This is an optimization exercise on Yosys and OpenROAD, whose aim is small area, a short achievable clock period and few clock cycles per item, not a production implementation. Where RTL was checked, it was by simulation tests only, not by an equivalence proof against the original. No activity file was given, so power comes from the tool's default toggle rates.

old:
==> flow/design.v <==
module s16_decoder (
    input  wire        clk,
    input  wire        rst,         
    input  wire        in_valid,
    output wire        in_ready,
    input  wire [31:0] in_word,
    input  wire        in_first,    
    input  wire [15:0] in_len,      
    output reg         out_valid,
    input  wire        out_ready,
    output wire [27:0] out_value,
    output wire        out_last
);
    function automatic [3:0] next_width(input [3:0] s, input [4:0] l);
        begin
            case (s)
                0:  next_width = 1;
                1:  next_width = (l < 15) ? 1 : 2;
                2:  next_width = (l < 8) ? 1 : (l < 15) ? 2 : 1;
                3:  next_width = (l < 8) ? 2 : 1;
                4:  next_width = 2;
                5:  next_width = 3;
                6:  next_width = (l < 4) ? 3 : 4;
                7:  next_width = 4;
                8:  next_width = (l < 3) ? 4 : 5;
                9:  next_width = (l < 5) ? 5 : 4;
                10: next_width = (l < 3) ? 5 : 6;
                11: next_width = (l < 4) ? 6 : 5;
                12: next_width = 7;
                13: next_width = 9;
                default: next_width = 14;
            endcase
        end
    endfunction
    function automatic [4:0] first_width(input [3:0] s);
        begin
            case (s)
                0, 2, 3: first_width = 1;
                1, 4:    first_width = 2;
                6:       first_width = 3;
                5, 7, 9: first_width = 4;
                8, 11:   first_width = 5;
                10:      first_width = 6;
                12:      first_width = 7;
                13:      first_width = 10;
                14:      first_width = 14;
                default: first_width = 28;
            endcase
        end
    endfunction
    function automatic [4:0] slots_less_one(input [3:0] s);
        begin
            case (s)
                0:  slots_less_one = 27;
                1, 2, 3: slots_less_one = 20;
                4:  slots_less_one = 13;
                5:  slots_less_one = 8;
                6:  slots_less_one = 7;
                7:  slots_less_one = 6;
                8, 9: slots_less_one = 5;
                10, 11: slots_less_one = 4;
                12: slots_less_one = 3;
                13: slots_less_one = 2;
                14: slots_less_one = 1;
                default: slots_less_one = 0;
            endcase
        end
    endfunction
    reg [27:0] data;      
    reg [3:0]  sel;       
    reg [4:0]  left;      
    reg [4:0]  width;     
    reg [15:0] remain;    
    reg        list_end;   
    reg        word_done;  
    assign out_value = data & ~(28'hfffffff << width);
    assign out_last  = list_end;
    wire [27:0] sh1 = width[0] ? {data[27],    data[27:1]} : data;
    wire [27:0] sh2 = width[1] ? {sh1[27:26],  sh1[27:2]}  : sh1;
    wire [27:0] sh4 = width[2] ? {sh2[27:24],  sh2[27:4]}  : sh2;
    wire [27:0] shifted = width[3] ? {sh4[27:18], sh4[25:8]} : sh4;
    wire [16:0] rb;
    wire [15:0] remain_dec;
    assign rb[0] = 1'b1;
    genvar gi;
    generate
        for (gi = 0; gi < 16; gi = gi + 1) begin : g_rdec
            assign remain_dec[gi] = remain[gi] ^ rb[gi];
            assign rb[gi + 1]     = rb[gi] & ~remain[gi];
        end
    endgenerate
    wire [5:0] lb;
    wire [4:0] left_dec;
    assign lb[0] = 1'b1;
    generate
        for (gi = 0; gi < 5; gi = gi + 1) begin : g_ldec
            assign left_dec[gi] = left[gi] ^ lb[gi];
            assign lb[gi + 1]   = lb[gi] & ~left[gi];
        end
    endgenerate
    wire take = out_valid && out_ready;
    assign in_ready = !out_valid || (out_ready && word_done);
    wire accept = in_valid && in_ready;
    always @(posedge clk) begin
        if (rst) begin
            out_valid <= 1'b0;
        end else if (accept) begin
            out_valid <= 1'b1;
        end else if (take && word_done) begin
            out_valid <= 1'b0;
        end
        if (accept) begin
            data  <= in_word[27:0];
            sel   <= in_word[31:28];
            left  <= slots_less_one(in_word[31:28]);
            width <= first_width(in_word[31:28]);
        end else if (take) begin
            data  <= shifted;
            left  <= left_dec;
            width <= {1'b0, next_width(sel, left)};
        end
        if (accept && in_first)
            remain <= in_len;
        else if (take)
            remain <= remain_dec;
        if (accept) begin
            list_end  <= in_first ? (in_len == 16'd1) : take ? (remain == 16'd2) : (remain == 16'd1);
            word_done <= in_first ? (in_len == 16'd1) : take ? (remain == 16'd2) : (remain == 16'd1);
            if (in_word[31:28] == 4'd15)
                word_done <= 1'b1;
        end else if (take) begin
            list_end  <= (remain == 16'd2);
            word_done <= (remain == 16'd2) || (left == 5'd1);
        end
    end
endmodule
==> flow/config.mk <==
export PLATFORM = sky130hd
export DESIGN_NAME = s16_decoder
export DESIGN_NICKNAME = s16_decoder
export VERILOG_FILES = /design/flow/design.v
export SDC_FILE = /design/flow/constraint.sdc
export NUM_CORES = 4
export LEC_CHECK = 0
export CAP_MARGIN = 20
export CORE_MARGIN = 2
export CORE_UTILIZATION = 70
export SLEW_MARGIN = 20
==> flow/constraint.sdc <==
create_clock -name core_clock -period 8.0 [get_ports {clk}]
set_input_delay 1.6000 -clock core_clock [delete_from_list [all_inputs] [get_ports {clk}]]
set_output_delay 1.6000 -clock core_clock [all_outputs]
set_load 0.01 [all_outputs]
standard.sh (not shown) runs the stock make flow with config.mk's settings and CLKGATE_MAP_FILE= SYNTH_SCRIPT=/design/flow/synth_recipe.tcl, a recipe that flattens the netlist after the stock synthesis.
==> flow/flow/run.sh <==
#!/bin/bash
set -euo pipefail
bash standard.sh \
  "BUFFER_PORTS_ARGS=-buffer_cell sky130_fd_sc_hd__buf_1" \
  "SETUP_SLACK_MARGIN=4.6" \
  "CTS_ARGS=-sink_clustering_enable -repair_clock_nets -buf_list sky130_fd_sc_hd__clkbuf_8 -sink_clustering_size 30 -dont_use_dummy_load" \
  finish > standard.log 2>&1
Input-level comparison between new and old:
--- a/flow/design.v
+++ b/flow/design.v
@@ -74,5 +74,19 @@
     reg        list_end;   
     reg        word_done;  
-    assign out_value = data & ~(28'hfffffff << width);
+    wire ge3  = width[4] | width[3] | width[2];
+    wire ge9  = width[4] | width[3];
+    wire [27:0] mask;
+    assign mask[0]     = 1'b1;
+    assign mask[1]     = ge3 | width[1];
+    assign mask[2]     = ge3 | (width[1] & width[0]);
+    assign mask[3]     = ge3;
+    assign mask[4]     = ge9 | (width[2] & (width[1] | width[0]));
+    assign mask[5]     = ge9 | (width[2] & width[1]);
+    assign mask[6]     = ge9 | (width[2] & width[1] & width[0]);
+    assign mask[8:7]   = {2{ge9}};
+    assign mask[9]     = width[4] | (width[3] & width[1]);
+    assign mask[13:10] = {4{width[4] | (width[3] & width[2])}};
+    assign mask[27:14] = {14{width[4]}};
+    assign out_value = data & mask;
     assign out_last  = list_end;
     wire [27:0] sh1 = width[0] ? {data[27],    data[27:1]} : data;
@@ -80,23 +94,4 @@
     wire [27:0] sh4 = width[2] ? {sh2[27:24],  sh2[27:4]}  : sh2;
     wire [27:0] shifted = width[3] ? {sh4[27:18], sh4[25:8]} : sh4;
-    wire [16:0] rb;
-    wire [15:0] remain_dec;
-    assign rb[0] = 1'b1;
-    genvar gi;
-    generate
-        for (gi = 0; gi < 16; gi = gi + 1) begin : g_rdec
-            assign remain_dec[gi] = remain[gi] ^ rb[gi];
-            assign rb[gi + 1]     = rb[gi] & ~remain[gi];
-        end
-    endgenerate
-    wire [5:0] lb;
-    wire [4:0] left_dec;
-    assign lb[0] = 1'b1;
-    generate
-        for (gi = 0; gi < 5; gi = gi + 1) begin : g_ldec
-            assign left_dec[gi] = left[gi] ^ lb[gi];
-            assign lb[gi + 1]   = lb[gi] & ~left[gi];
-        end
-    endgenerate
     wire take = out_valid && out_ready;
     assign in_ready = !out_valid || (out_ready && word_done);
@@ -117,5 +112,5 @@
         end else if (take) begin
             data  <= shifted;
-            left  <= left_dec;
+            left  <= left - 5'd1;
             width <= {1'b0, next_width(sel, left)};
         end
@@ -123,5 +118,5 @@
             remain <= in_len;
         else if (take)
-            remain <= remain_dec;
+            remain <= remain - 16'd1;
         if (accept) begin
             list_end  <= in_first ? (in_len == 16'd1) : take ? (remain == 16'd2) : (remain == 16'd1);
--- outcome ---
Side by side, setup slack of the critical path after layout turned out higher in new than in old.
new against old; highest ir drop seen on vdd is up by a few percent.
new ends up with a post-layout instance area that is 95 um2 lower than in old.
Cell count: new lower than old
Power: new draws less than old
new vs old — per-cell via count in the routed design dropped about 3.3%.
Diff old -> new | time the final worst path needs with I/O delays and setup | decrease of 0.0059 ns
new ended with less core utilization than old.
Taking new over old, the combinational cell power ratio works out to 0.912.
Compared with old, new shows post-placement setup slack lower by 0.45 ns.
Function was not checked in any run of this note: the RTL went through the layout flow alone.

* * *

== run 3 ==
s16_decoder, a different RTL version from the one above (not shown whole).
Size in the first run: ~600 cells after synthesis, about 89 flip-flops, about 84 I/O pins, roughly 6000 um2 of cells after synthesis.
==> module s16_decoder, before the edit <==
module s16_decoder (
    input  wire        clk,
    input  wire        rst,         
    input  wire        in_valid,
    output wire        in_ready,
    input  wire [31:0] in_word,
    input  wire        in_first,    
    input  wire [15:0] in_len,      
    output reg         out_valid,
    input  wire        out_ready,
    output reg  [27:0] out_value,
    output reg         out_last
);
    function automatic [4:0] width_from_end(input [3:0] s, input [4:0] l);
        begin
            case (s)
                0:  width_from_end = 1;
                1:  width_from_end = (l < 14) ? 1 : 2;
                2:  width_from_end = (l < 7) ? 1 : (l < 14) ? 2 : 1;
                3:  width_from_end = (l < 7) ? 2 : 1;
                4:  width_from_end = 2;
                5:  width_from_end = (l < 8) ? 3 : 4;
                6:  width_from_end = (l < 3) ? 3 : (l < 7) ? 4 : 3;
                7:  width_from_end = 4;
                8:  width_from_end = (l < 2) ? 4 : 5;
                9:  width_from_end = (l < 4) ? 5 : 4;
                10: width_from_end = (l < 2) ? 5 : 6;
                11: width_from_end = (l < 3) ? 6 : 5;
                12: width_from_end = 7;
                13: width_from_end = (l < 2) ? 9 : 10;
                14: width_from_end = 14;
                default: width_from_end = 28;
            endcase
        end
    endfunction
    function automatic [4:0] first_width(input [3:0] s);
        begin
            case (s)
                0, 2, 3: first_width = 1;
                1, 4:    first_width = 2;
                6:       first_width = 3;
                5, 7, 9: first_width = 4;
                8, 11:   first_width = 5;
                10:      first_width = 6;
                12:      first_width = 7;
                13:      first_width = 10;
                14:      first_width = 14;
                default: first_width = 28;
            endcase
        end
    endfunction
    function automatic [4:0] slots_less_one(input [3:0] s);
        begin
            case (s)
                0:  slots_less_one = 27;
                1, 2, 3: slots_less_one = 20;
                4:  slots_less_one = 13;
                5:  slots_less_one = 8;
                6:  slots_less_one = 7;
                7:  slots_less_one = 6;
                8, 9: slots_less_one = 5;
                10, 11: slots_less_one = 4;
                12: slots_less_one = 3;
                13: slots_less_one = 2;
                14: slots_less_one = 1;
                default: slots_less_one = 0;
            endcase
        end
    endfunction
    function automatic [4:0] slots_less_two(input [3:0] s);
        begin
            case (s)
                0:  slots_less_two = 26;
                1, 2, 3: slots_less_two = 19;
                4:  slots_less_two = 12;
                5:  slots_less_two = 7;
                6:  slots_less_two = 6;
                7:  slots_less_two = 5;
                8, 9: slots_less_two = 4;
                10, 11: slots_less_two = 3;
                12: slots_less_two = 2;
                13: slots_less_two = 1;
                default: slots_less_two = 0;
            endcase
        end
    endfunction
    reg        busy;      
    reg [27:0] data;      
    reg [3:0]  wp;        
    reg [3:0]  sel;       
    reg [4:0]  left;      
    reg [15:0] rc;        
    reg        fresh;
    wire [3:0] in_sel = in_word[31:28];
    wire [4:0] wb = width_from_end(sel, left);    
    wire [4:0] wa = first_width(in_sel);
    wire out_free = !out_valid || out_ready;
    assign in_ready = !busy;
    wire accept = in_valid && !busy;
    wire go     = out_free && (busy || in_valid);
    wire load   = accept && in_first;
    wire [27:0] sh1 = wp[0] ? {data[27],    data[27:1]} : data;
    wire [27:0] sh2 = wp[1] ? {sh1[27:26],  sh1[27:2]}  : sh1;
    wire [27:0] sh4 = wp[2] ? {sh2[27:24],  sh2[27:4]}  : sh2;
    wire [27:0] t   = wp[3] ? {sh4[27:18],  sh4[25:8]}  : sh4;
    wire [27:0] src = busy ? t : in_word[27:0];
    wire [27:0] ma  = ~(28'hfffffff << wa);
    wire [27:0] mb  = ~(28'hfffffff << wb);
    wire [27:0] v   = ({28{busy}} & mb & t) | ({28{!busy}} & ma & in_word[27:0]);
    wire rc_one   = fresh ? (rc == 16'd1) : (rc == 16'd2);
    wire list_end = load ? (in_len == 16'd1) : rc_one;
    wire word_end = list_end || (busy ? (left == 5'd0) : (in_sel == 4'd15));
    always @(posedge clk) begin
        if (rst) begin
            busy      <= 1'b0;
            out_valid <= 1'b0;
        end else begin
            if (out_ready)
                out_valid <= 1'b0;
            if (go) begin
                out_valid <= 1'b1;
                busy      <= !word_end;
            end else if (accept) begin
                busy      <= 1'b1;
            end
        end
        if (go) begin
            out_value <= v;
            out_last  <= list_end;
        end
        if (!busy || go)
            data <= src;
        if (!busy) begin
            sel  <= in_sel;
            wp   <= go ? wa[3:0] : 4'd0;
            left <= go ? slots_less_two(in_sel) : slots_less_one(in_sel);
        end else if (go) begin
            wp   <= wb[3:0];
            left <= left - 5'd1;
        end
        if (load)
            rc <= in_len;
        else if (go && !fresh)
            rc <= rc - 16'd1;
        if (go)
            fresh <= 1'b0;
        else if (load)
            fresh <= 1'b1;
    end
endmodule
export LEC_CHECK = 0
export CAP_MARGIN = 20
export CORE_MARGIN = 2
export CORE_UTILIZATION = 65
export SLEW_MARGIN = 20
create_clock -name core_clock -period 8.0 [get_ports {clk}]
==> flow/flow/run.sh <==
#!/bin/bash
set -euo pipefail
bash standard.sh \
  "BUFFER_PORTS_ARGS=-buffer_cell sky130_fd_sc_hd__buf_1" \
  "SETUP_SLACK_MARGIN=5.35" \
  "CTS_ARGS=-sink_clustering_enable -repair_clock_nets -buf_list sky130_fd_sc_hd__clkbuf_8 -sink_clustering_size 30 -dont_use_dummy_load" \
  finish > standard.log 2>&1
Edits applied to the flow inputs when going from run 3 to run 5:
--- a/flow/design.v
+++ b/flow/design.v
@@ -104,7 +104,18 @@
     wire [27:0] sh4 = wp[2] ? {sh2[27:24],  sh2[27:4]}  : sh2;
     wire [27:0] t   = wp[3] ? {sh4[27:18],  sh4[25:8]}  : sh4;
     wire [27:0] src = busy ? t : in_word[27:0];
-    wire [27:0] ma  = ~(28'hfffffff << wa);
+    wire [3:0]  s   = in_sel;
+    wire [27:0] ma;
+    assign ma[0]     = 1'b1;
+    assign ma[1]     = s[3] | s[2] | (!s[1] & s[0]);
+    assign ma[2]     = s[3] | (s[2] & (s[1] | s[0]));
+    assign ma[3]     = s[3] | (s[2] & s[0]);
+    assign ma[4]     = s[3] & (s[2] | s[1] | !s[0]);
+    assign ma[5]     = s[3] & (s[2] | (s[1] & !s[0]));
+    assign ma[6]     = s[3] & s[2];
+    assign ma[9:7]   = {3{s[3] & s[2] & (s[1] | s[0])}};
+    assign ma[13:10] = {4{s[3] & s[2] & s[1]}};
+    assign ma[27:14] = {14{&s}};
     wire [27:0] mb  = ~(28'hfffffff << wb);
     wire [27:0] v   = ({28{busy}} & mb & t) | ({28{!busy}} & ma & in_word[27:0]);
     wire rc_one   = fresh ? (rc == 16'd1) : (rc == 16'd2);
Notes after the runs:
- For run 3, the capture point of the critical path was out_value[11]$_DFFE_PP_, unlike run 5, where it was left[2]$_DFFE_PN_.
- On worst relative slew slack, run 5 and run 3 are neck and neck.
- Of run 5 and run 3, the run reporting the lower setup slack after layout was run 3.
- Compared with run 3, run 5 ends up with a smaller final cell area.
- Run 5: total routed wirelength 7.1% below run 3
- Run 5 vs. run 3: sequential portion of the cell area went up by 2.6 points.
- Run 5: share of cell area taken by multi-input logic gates lower than run 3
- Run 3 has a higher sum of internal, switching and leakage power than run 5.
- Of the two values seen for standard cell with the maximum stage delay on the critical path, sky130_fd_sc_hd__o21ai_4 was produced by run 5 and sky130_fd_sc_hd__mux4_2 by run 3.
- Comparing run 5 and run 3, the higher area growth from synthesis to final layout is on run 3.
- Re clock-buffer cell count: no difference whatsoever between run 5 and run 3.
Testbench counts of run 5, summed over its fixed seeds: cycles 33,211, items 33,203.
The RTL of run 3 was laid out without a check of its function.

* * *

s16_decoder, a different RTL version from the one above (not shown whole).
Size in the first run: roughly 89 flip-flops, about 84 I/O pins, roughly 5900 um2 of cells after synthesis.
==> module s16_decoder, before the edit <==
module s16_decoder (
    input  wire        clk,
    input  wire        rst,         
    input  wire        in_valid,
    output wire        in_ready,
    input  wire [31:0] in_word,
    input  wire        in_first,    
    input  wire [15:0] in_len,      
    output reg         out_valid,
    input  wire        out_ready,
    output reg  [27:0] out_value,
    output reg         out_last
);
    function automatic [4:0] width_from_end(input [3:0] s, input [4:0] l);
        begin
            case (s)
                0:  width_from_end = 1;
                1:  width_from_end = (l < 14) ? 1 : 2;
                2:  width_from_end = (l < 7) ? 1 : (l < 14) ? 2 : 1;
                3:  width_from_end = (l < 7) ? 2 : 1;
                4:  width_from_end = 2;
                5:  width_from_end = (l < 8) ? 3 : 4;
                6:  width_from_end = (l < 3) ? 3 : (l < 7) ? 4 : 3;
                7:  width_from_end = 4;
                8:  width_from_end = (l < 2) ? 4 : 5;
                9:  width_from_end = (l < 4) ? 5 : 4;
                10: width_from_end = (l < 2) ? 5 : 6;
                11: width_from_end = (l < 3) ? 6 : 5;
                12: width_from_end = 7;
                13: width_from_end = (l < 2) ? 9 : 10;
                14: width_from_end = 14;
                default: width_from_end = 28;
            endcase
        end
    endfunction
    function automatic [4:0] first_width(input [3:0] s);
        begin
            case (s)
                0, 2, 3: first_width = 1;
                1, 4:    first_width = 2;
                6:       first_width = 3;
                5, 7, 9: first_width = 4;
                8, 11:   first_width = 5;
                10:      first_width = 6;
                12:      first_width = 7;
                13:      first_width = 10;
                14:      first_width = 14;
                default: first_width = 28;
            endcase
        end
    endfunction
    function automatic [4:0] slots_less_one(input [3:0] s);
        begin
            case (s)
                0:  slots_less_one = 27;
                1, 2, 3: slots_less_one = 20;
                4:  slots_less_one = 13;
                5:  slots_less_one = 8;
                6:  slots_less_one = 7;
                7:  slots_less_one = 6;
                8, 9: slots_less_one = 5;
                10, 11: slots_less_one = 4;
                12: slots_less_one = 3;
                13: slots_less_one = 2;
                14: slots_less_one = 1;
                default: slots_less_one = 0;
            endcase
        end
    endfunction
    function automatic [4:0] slots_less_two(input [3:0] s);
        begin
            case (s)
                0:  slots_less_two = 26;
                1, 2, 3: slots_less_two = 19;
                4:  slots_less_two = 12;
                5:  slots_less_two = 7;
                6:  slots_less_two = 6;
                7:  slots_less_two = 5;
                8, 9: slots_less_two = 4;
                10, 11: slots_less_two = 3;
                12: slots_less_two = 2;
                13: slots_less_two = 1;
                default: slots_less_two = 0;
            endcase
        end
    endfunction
    reg        busy;      
    reg [27:0] data;      
    reg [3:0]  wp;        
    reg [3:0]  sel;       
    reg [4:0]  left;      
    reg [15:0] rc;        
    reg        fresh;
    wire [3:0] in_sel = in_word[31:28];
    wire [4:0] wb = width_from_end(sel, left);    
    wire [4:0] wa = first_width(in_sel);
    wire out_free = !out_valid || out_ready;
    assign in_ready = !busy;
    wire accept = in_valid && !busy;
    wire go     = out_free && (busy || in_valid);
    wire load   = accept && in_first;
    wire [27:0] sh1 = wp[0] ? {data[27],    data[27:1]} : data;
    wire [27:0] sh2 = wp[1] ? {sh1[27:26],  sh1[27:2]}  : sh1;
    wire [27:0] sh4 = wp[2] ? {sh2[27:24],  sh2[27:4]}  : sh2;
    wire [27:0] t   = wp[3] ? {sh4[27:18],  sh4[25:8]}  : sh4;
    wire [27:0] src = busy ? t : in_word[27:0];
    wire [3:0]  s   = in_sel;
    wire [27:0] ma;
    assign ma[0]     = 1'b1;
    assign ma[1]     = s[3] | s[2] | (!s[1] & s[0]);
    assign ma[2]     = s[3] | (s[2] & (s[1] | s[0]));
    assign ma[3]     = s[3] | (s[2] & s[0]);
    assign ma[4]     = s[3] & (s[2] | s[1] | !s[0]);
    assign ma[5]     = s[3] & (s[2] | (s[1] & !s[0]));
    assign ma[6]     = s[3] & s[2];
    assign ma[9:7]   = {3{s[3] & s[2] & (s[1] | s[0])}};
    assign ma[13:10] = {4{s[3] & s[2] & s[1]}};
    assign ma[27:14] = {14{&s}};
    wire [27:0] mb  = ~(28'hfffffff << wb);
    wire [27:0] v   = ({28{busy}} & mb & t) | ({28{!busy}} & ma & in_word[27:0]);
    wire rc_one   = fresh ? (rc == 16'd1) : (rc == 16'd2);
    wire list_end = load ? (in_len == 16'd1) : rc_one;
    wire word_end = list_end || (busy ? (left == 5'd0) : (in_sel == 4'd15));
    always @(posedge clk) begin
        if (rst) begin
            busy      <= 1'b0;
            out_valid <= 1'b0;
        end else begin
            if (out_ready)
                out_valid <= 1'b0;
            if (go) begin
                out_valid <= 1'b1;
                busy      <= !word_end;
            end else if (accept) begin
                busy      <= 1'b1;
            end
        end
        if (out_free) begin
            out_value <= v;
            out_last  <= list_end;
        end
        if (!busy || out_free)
            data <= src;
        if (!busy) begin
            sel  <= in_sel;
            wp   <= out_free ? wa[3:0] : 4'd0;
            left <= out_free ? slots_less_two(in_sel) : slots_less_one(in_sel);
        end else if (out_free) begin
            wp   <= wb[3:0];
            left <= left - 5'd1;
        end
        if (load)
            rc <= in_len;
        else if (go && !fresh)
            rc <= rc - 16'd1;
        if (go)
            fresh <= 1'b0;
        else if (load)
            fresh <= 1'b1;
    end
endmodule
==> flow/config.mk <==
export PLATFORM = sky130hd
export DESIGN_NAME = s16_decoder
export DESIGN_NICKNAME = s16_decoder
export VERILOG_FILES = /design/flow/design.v
export SDC_FILE = /design/flow/constraint.sdc
export NUM_CORES = 4
export LEC_CHECK = 0
export CAP_MARGIN = 20
export CORE_MARGIN = 2
export CORE_UTILIZATION = 65
export SLEW_MARGIN = 20
==> flow/constraint.sdc <==
create_clock -name core_clock -period 8.0 [get_ports {clk}]
set_input_delay 1.6000 -clock core_clock [delete_from_list [all_inputs] [get_ports {clk}]]
set_output_delay 1.6000 -clock core_clock [all_outputs]
set_load 0.01 [all_outputs]
==> flow/flow/run.sh <==
#!/bin/bash
set -euo pipefail
bash standard.sh \
  "BUFFER_PORTS_ARGS=-buffer_cell sky130_fd_sc_hd__buf_1" \
  "SETUP_SLACK_MARGIN=5.45" \
  "CTS_ARGS=-sink_clustering_enable -repair_clock_nets -buf_list sky130_fd_sc_hd__clkbuf_8 -sink_clustering_size 30 -dont_use_dummy_load" \
  finish > standard.log 2>&1
Testbench counts at the start, summed over its fixed seeds: cycles 33,211, items 33,203.
Rerun with:
--- a/flow/design.v
+++ b/flow/design.v
@@ -113,13 +113,26 @@
     assign ma[4]     = s[3] & (s[2] | s[1] | !s[0]);
     assign ma[5]     = s[3] & (s[2] | (s[1] & !s[0]));
     assign ma[6]     = s[3] & s[2];
     assign ma[9:7]   = {3{s[3] & s[2] & (s[1] | s[0])}};
     assign ma[13:10] = {4{s[3] & s[2] & s[1]}};
     assign ma[27:14] = {14{&s}};
-    wire [27:0] mb  = ~(28'hfffffff << wb);
+    wire wb_ge3 = wb[4] | wb[3] | wb[2];
+    wire wb_ge9 = wb[4] | wb[3];
+    wire [27:0] mb;
+    assign mb[0]     = 1'b1;
+    assign mb[1]     = wb_ge3 | wb[1];
+    assign mb[2]     = wb_ge3 | (wb[1] & wb[0]);
+    assign mb[3]     = wb_ge3;
+    assign mb[4]     = wb_ge9 | (wb[2] & (wb[1] | wb[0]));
+    assign mb[5]     = wb_ge9 | (wb[2] & wb[1]);
+    assign mb[6]     = wb_ge9 | (wb[2] & wb[1] & wb[0]);
+    assign mb[8:7]   = {2{wb_ge9}};
+    assign mb[9]     = wb[4] | (wb[3] & wb[1]);
+    assign mb[13:10] = {4{wb[4] | (wb[3] & wb[2])}};
+    assign mb[27:14] = {14{wb[4]}};
     wire [27:0] v   = ({28{busy}} & mb & t) | ({28{!busy}} & ma & in_word[27:0]);
     wire rc_one   = fresh ? (rc == 16'd1) : (rc == 16'd2);
     wire list_end = load ? (in_len == 16'd1) : rc_one;
     wire word_end = list_end || (busy ? (left == 5'd0) : (in_sel == 4'd15));
     always @(posedge clk) begin
         if (rst) begin
Via count goes up slightly.
Setup slack is worse by 0.030 ns.
Total power goes up by a few percent.
Non-clock buffer count goes up by 7.
Utilization goes down by 0.11 points.
Hold slack is worse by 0.0055 ns.
Wire length goes up by a little under a tenth.
Only the layout flow was run in the second run of this note; the RTL was not checked for function there.

afterwards: timing with drivers on the ports:
No port has a modelled driver above. Below, the same layouts with a new extraction and two added sets of constraints.
Step 1 (the two cells are an assumption about what drives the block):
set clk [get_ports {clk}]
set_driving_cell -lib_cell sky130_fd_sc_hd__clkbuf_16 $clk
set_driving_cell -lib_cell sky130_fd_sc_hd__buf_2 [delete_from_list [all_inputs] $clk]
Step 2 also shifts input and output timing later by t, the mid clock arrival at the registers, as if the neighbouring blocks saw the same clock.
Three values: no drivers, after step 1, after step 2; two values: the first two.
run | t (ns) | setup slack, ns | hold WS [ns] | worst register clock-pin slew, ns
old | 0.375 | 4.383 / 4.344 / 4.344 | 0.706 / 0.706 / 0.706 | 0.08 / 0.08
new | 0.367 | 4.389 / 4.354 / 4.354 | 0.688 / 0.688 / 0.688 | 0.08 / 0.08
run 3 | 0.387 | 4.899 / 4.871 / 4.485 | 0.525 / 0.525 / 0.525 | 0.10 / 0.10
run 5 | 0.382 | 5.383 / 5.386 / 5.005 | 0.541 / 0.541 / 0.541 | 0.10 / 0.10
the first run of note 3 | 0.390 | 5.411 / 5.414 / 5.024 | 0.526 / 0.526 / 0.526 | 0.10 / 0.10
the second run of note 3 | 0.393 | 5.381 / 5.345 / 5.073 | 0.521 / 0.521 / 0.521 | 0.09 / 0.09
After both steps every run listed still meets setup and hold. For run 3, which loses most, drivers alone change the setup slack by -0.028 ns; drivers and shift together by -0.414 ns.
